Source: an optimization exercise on an open RTL-to-GDS flow (aim: small area, a short achievable clock period and few clock cycles per item). Production flows keep margins and buffers that such runs may drop. In this exercise RTL edits were held to simulation tests only and were not proved equivalent to the original. Power figures rest on the tool's default switching activity, not on a simulated workload.

## build 6
==> flow/design.v (excerpt) <==
module linkcore_dp (
    input  wire        clk,
    input  wire        rst,         
    input  wire        op_valid,
    output wire        op_ready,
    input  wire [7:0]  op_code,
    input  wire [31:0] op_a,
    input  wire [31:0] op_b,
    output reg         res_valid,
    output reg         res_err,
    output wire [31:0] res_data,
    output wire [31:0] key,
    output wire [31:0] csum,
    output wire [31:0] localkey,
    output wire [31:0] remotekey,
    output wire [31:0] err
);
==> flow/config.mk <==
export PLATFORM = sky130hd
export DESIGN_NAME = linkcore_dp
export DESIGN_NICKNAME = linkcore_dp
export VERILOG_FILES = /design/flow/design.v
export SDC_FILE = /design/flow/constraint.sdc
export NUM_CORES = 4
export LEC_CHECK = 0
export CAP_MARGIN = 0
export CORE_MARGIN = 2
export CORE_UTILIZATION = 60
export SETUP_SLACK_MARGIN = 5
export SLEW_MARGIN = 0
export TNS_END_PERCENT = 0
==> flow/constraint.sdc <==
create_clock -name core_clock -period 10.0 [get_ports {clk}]
set_input_delay 2.0000 -clock core_clock [delete_from_list [all_inputs] [get_ports {clk}]]
set_output_delay 2.0000 -clock core_clock [all_outputs]
set_load 0.01 [all_outputs]
standard.sh (not shown) runs the stock make flow with config.mk's settings and CLKGATE_MAP_FILE= SYNTH_SCRIPT=/design/flow/synth_recipe.tcl, a recipe that flattens the netlist after the stock synthesis.
==> flow/flow/run.sh <==
#!/bin/bash
# The standard layout (standard.sh), with two changes to how it is made:
# the port buffers use the smallest plain buffer cell instead of the
# delay-buffer cell buffer_ports picks by default, and repair_timing aims
# at a larger setup margin than config.mk may ask for. The clock period and
# the constraints are the standard flow's, unchanged.
set -euo pipefail
MARGIN=7
sed "s/SETUP_SLACK_MARGIN=[0-9.]*/SETUP_SLACK_MARGIN=${MARGIN}/" standard.sh > standard_m.sh
export BUFFER_PORTS_ARGS="-buffer_cell sky130_fd_sc_hd__buf_1"
bash standard_m.sh > standard.log 2>&1
Testbench counts of build 6, summed over its fixed seeds: cycles 2,669, ops 2,637.
#### Input delta (build 65 over build 6)
- CAP_MARGIN: 0 -> 20
- TNS_END_PERCENT: 0 -> unset
- SLEW_MARGIN: 0 -> 20
- CORE_UTILIZATION: 60 -> 40
--- a/flow/flow/run.sh
+++ b/flow/flow/run.sh
@@ -8 +8 @@
-MARGIN=7
+MARGIN=6
- Between build 65 and build 6, the critical path depth does not differ in any meaningful way.
- The higher total die area of build 6 and build 65 is in build 65.
- In terms of count of multi-input gates, build 65 and build 6 differ only marginally.
- Proportion of power drawn by combinational gates is lower on build 6
- Total power of the final layout in build 65 is about 8% higher than in build 6
What build 86 does differently from build 65 at the input level:
- TNS_END_PERCENT newly set to 0
- CORE_UTILIZATION changed from 40 to 60
--- a/flow/flow/run.sh
+++ b/flow/flow/run.sh
@@ -8 +8 @@
-MARGIN=6
+MARGIN=8.5
[summary]
Build 65 went all the way through the flow, and no timing, DRC or antenna check failed.
Build 86 did not stop at any stage, and its layout met the timing, design-rule and antenna checks.
Diff build 65 -> build 86: number of vias in the routed layout increased about 0.6%; cell count of the worst reg-to-reg path essentially unchanged; floorplan die width decreased 39 um; sequential share of layout area increased 1.6 points.
The inputs of build 14 differ from those of build 86 as listed below.
- GPL_TIMING_DRIVEN now 0, previously not set
--- a/flow/flow/run.sh
+++ b/flow/flow/run.sh
@@ -8 +8 @@
-MARGIN=8.5
+MARGIN=7
--- outcome ---
Comparing build 86 with build 14, the net switching power came out essentially unchanged. Compared build 14 vs build 86, and worst hold slack after final layout is up in build 14. Per the comparison of build 14 with build 86, non-clock buffer contribution to total cell area picked up an extra 2.9 points; average size of a mapped cell neither gained nor lost much.
> inputs changed (build 14 -> build 62)
- putting CTS_BUF_LIST at sky130_fd_sc_hd__clkbuf_4 sky130_fd_sc_hd__clkbuf_8 where nothing was set
- clearing GPL_TIMING_DRIVEN, which used to be 0
- swapping 60 for 40 in CORE_UTILIZATION
- Build 62: PASS, flow complete, no timing, DRC or antenna violations
- Build 14 has completed all stages; timing, DRC and antenna checks passed.
- The higher number of detailed-routing iterations run before antenna repair came out of build 14.
- Side by side, wire length of the first global-routing pass turned out higher in build 62 than in build 14.
- Worst hold-check slack: build 62 worse than build 14
- Per the comparison of build 62 with build 14, proportion of power drawn by combinational gates +3.1 points; clock-buffer cell count rose by 2.
- Comparing worst setup slack for build 14 and build 62, the smaller number came from build 14.
- Taking build 14 as the reference, in build 62 final instance area decreased about 2%; via count decreased about 8%; leakage power summed over all cells decreased about 5%.

========
linkcore_dp again, from the RTL that the note above started with.
Settings: LEC_CHECK=0, CAP_MARGIN=20, CORE_MARGIN=2, CORE_UTILIZATION=40, SETUP_SLACK_MARGIN=5, SLEW_MARGIN=20, TNS_END_PERCENT=0; clock period 10.0 ns.
==> flow/flow/run.sh <==
#!/bin/bash
# The standard layout (standard.sh), with two changes to how it is made:
# the port buffers use the smallest plain buffer cell instead of the
# delay-buffer cell buffer_ports picks by default, and repair_timing aims
# at a larger setup margin than config.mk may ask for. The clock period and
# the constraints are the standard flow's, unchanged.
set -euo pipefail
MARGIN=7
sed "s/SETUP_SLACK_MARGIN=[0-9.]*/SETUP_SLACK_MARGIN=${MARGIN}/" standard.sh > standard_m.sh
export BUFFER_PORTS_ARGS="-buffer_cell sky130_fd_sc_hd__buf_1"
bash standard_m.sh > standard.log 2>&1
Testbench counts at the start, summed over its fixed seeds: cycles 2,669, ops 2,637.
Rerun with:
--- a/flow/config.mk
+++ b/flow/config.mk
@@ -8,5 +8,6 @@
 export CAP_MARGIN = 20
 export CORE_MARGIN = 2
-export CORE_UTILIZATION = 40
+export CORE_UTILIZATION = 60
+export PLACE_DENSITY = 0.72
 export SETUP_SLACK_MARGIN = 5
 export SLEW_MARGIN = 20
After rerunning: Design area shrinks by 1.7%; routed wire length shrinks by 7.8%; fmax grows by 1.9%; synthesized cell count does not change.
Rerun with:
--- a/flow/flow/run.sh
+++ b/flow/flow/run.sh
@@ -6,5 +6,5 @@
 # the constraints are the standard flow's, unchanged.
 set -euo pipefail
-MARGIN=7
+MARGIN=6
 sed "s/SETUP_SLACK_MARGIN=[0-9.]*/SETUP_SLACK_MARGIN=${MARGIN}/" standard.sh > standard_m.sh
 export BUFFER_PORTS_ARGS="-buffer_cell sky130_fd_sc_hd__buf_1"
--- a/flow/config.mk
+++ b/flow/config.mk
@@ -8,6 +8,5 @@
 export CAP_MARGIN = 20
 export CORE_MARGIN = 2
-export CORE_UTILIZATION = 60
-export PLACE_DENSITY = 0.72
+export CORE_UTILIZATION = 40
 export SETUP_SLACK_MARGIN = 5
 export SLEW_MARGIN = 20
The new run completed without violations.
Utilization goes down by 23 points.
Sequential share of layout area went down by 0.44 points.
Maximum frequency decreases by about 4.7%.
Flip-flop and latch count stays the same.
Global-route usage falls by 12 points.
First-iteration DRC count shrinks by about 5.5%.
Combinational power is higher by about 1%.
Cell area increases by about 1.5%.
Rerun with:
--- a/flow/flow/run.sh
+++ b/flow/flow/run.sh
@@ -6,5 +6,5 @@
 # the constraints are the standard flow's, unchanged.
 set -euo pipefail
-MARGIN=6
+MARGIN=7
 sed "s/SETUP_SLACK_MARGIN=[0-9.]*/SETUP_SLACK_MARGIN=${MARGIN}/" standard.sh > standard_m.sh
 export BUFFER_PORTS_ARGS="-buffer_cell sky130_fd_sc_hd__buf_1"
--- a/flow/config.mk
+++ b/flow/config.mk
@@ -8,5 +8,5 @@
 export CAP_MARGIN = 20
 export CORE_MARGIN = 2
-export CORE_UTILIZATION = 40
+export CORE_UTILIZATION = 50
 export SETUP_SLACK_MARGIN = 5
 export SLEW_MARGIN = 20
Result: Total power falls by 2.4%; routed wire length falls by about 7%; hold slack improved by 0.010 ns; final area fell by about 1.3%; critical path depth came out lower by 5; setup slack is better by 0.11 ns; clock power fell by 4.9%.

port drivers added, routing unchanged:
No port has a modelled driver above. Below, the same layouts with a new extraction and two added sets of constraints.
Step 1: set_driving_cell puts a clkbuf_16 on clk and a buf_2 on each other input, an assumption about the parent block.
Step 2, shift: input delay + t, output delay - t, t = (earliest + latest rising clock arrival at the registers) / 2. This alone moves slack from input paths to output paths.
a / b / c = ideal / step 1 / step 2; a / b = the first two.
| run | shift t [ns] | setup slack, ns | hold slack, ns |
|---|---|---|---|
| build 6 | 0.490 | 5.697 / 5.697 / 5.297 | 0.453 / 0.453 / 0.453 |
| build 65 | 0.511 | 5.735 / 5.735 / 5.478 | 0.459 / 0.459 / 0.459 |
| build 86 | 0.490 | 5.697 / 5.697 / 5.297 | 0.453 / 0.453 / 0.453 |
| build 14 | 0.502 | 5.626 / 5.575 / 5.139 | 0.465 / 0.465 / 0.465 |
| build 62 | 0.554 | 5.741 / 5.698 / 5.178 | 0.455 / 0.455 / 0.455 |
| the first run of note 2 | 0.506 | 5.662 / 5.639 / 5.134 | 0.449 / 0.449 / 0.449 |
| the second run of note 2 | 0.493 | 5.745 / 5.766 / 5.273 | 0.450 / 0.450 / 0.450 |
| the third run of note 2 | 0.512 | 5.535 / 5.488 / 5.051 | 0.448 / 0.448 / 0.448 |
| the fourth run of note 2 | 0.501 | 5.650 / 5.598 / 5.243 | 0.458 / 0.458 / 0.458 |
After both steps every run listed still meets setup and hold. The setup slack of build 62, which loses most, moves by -0.043 ns with the drivers and by -0.563 ns with both steps.
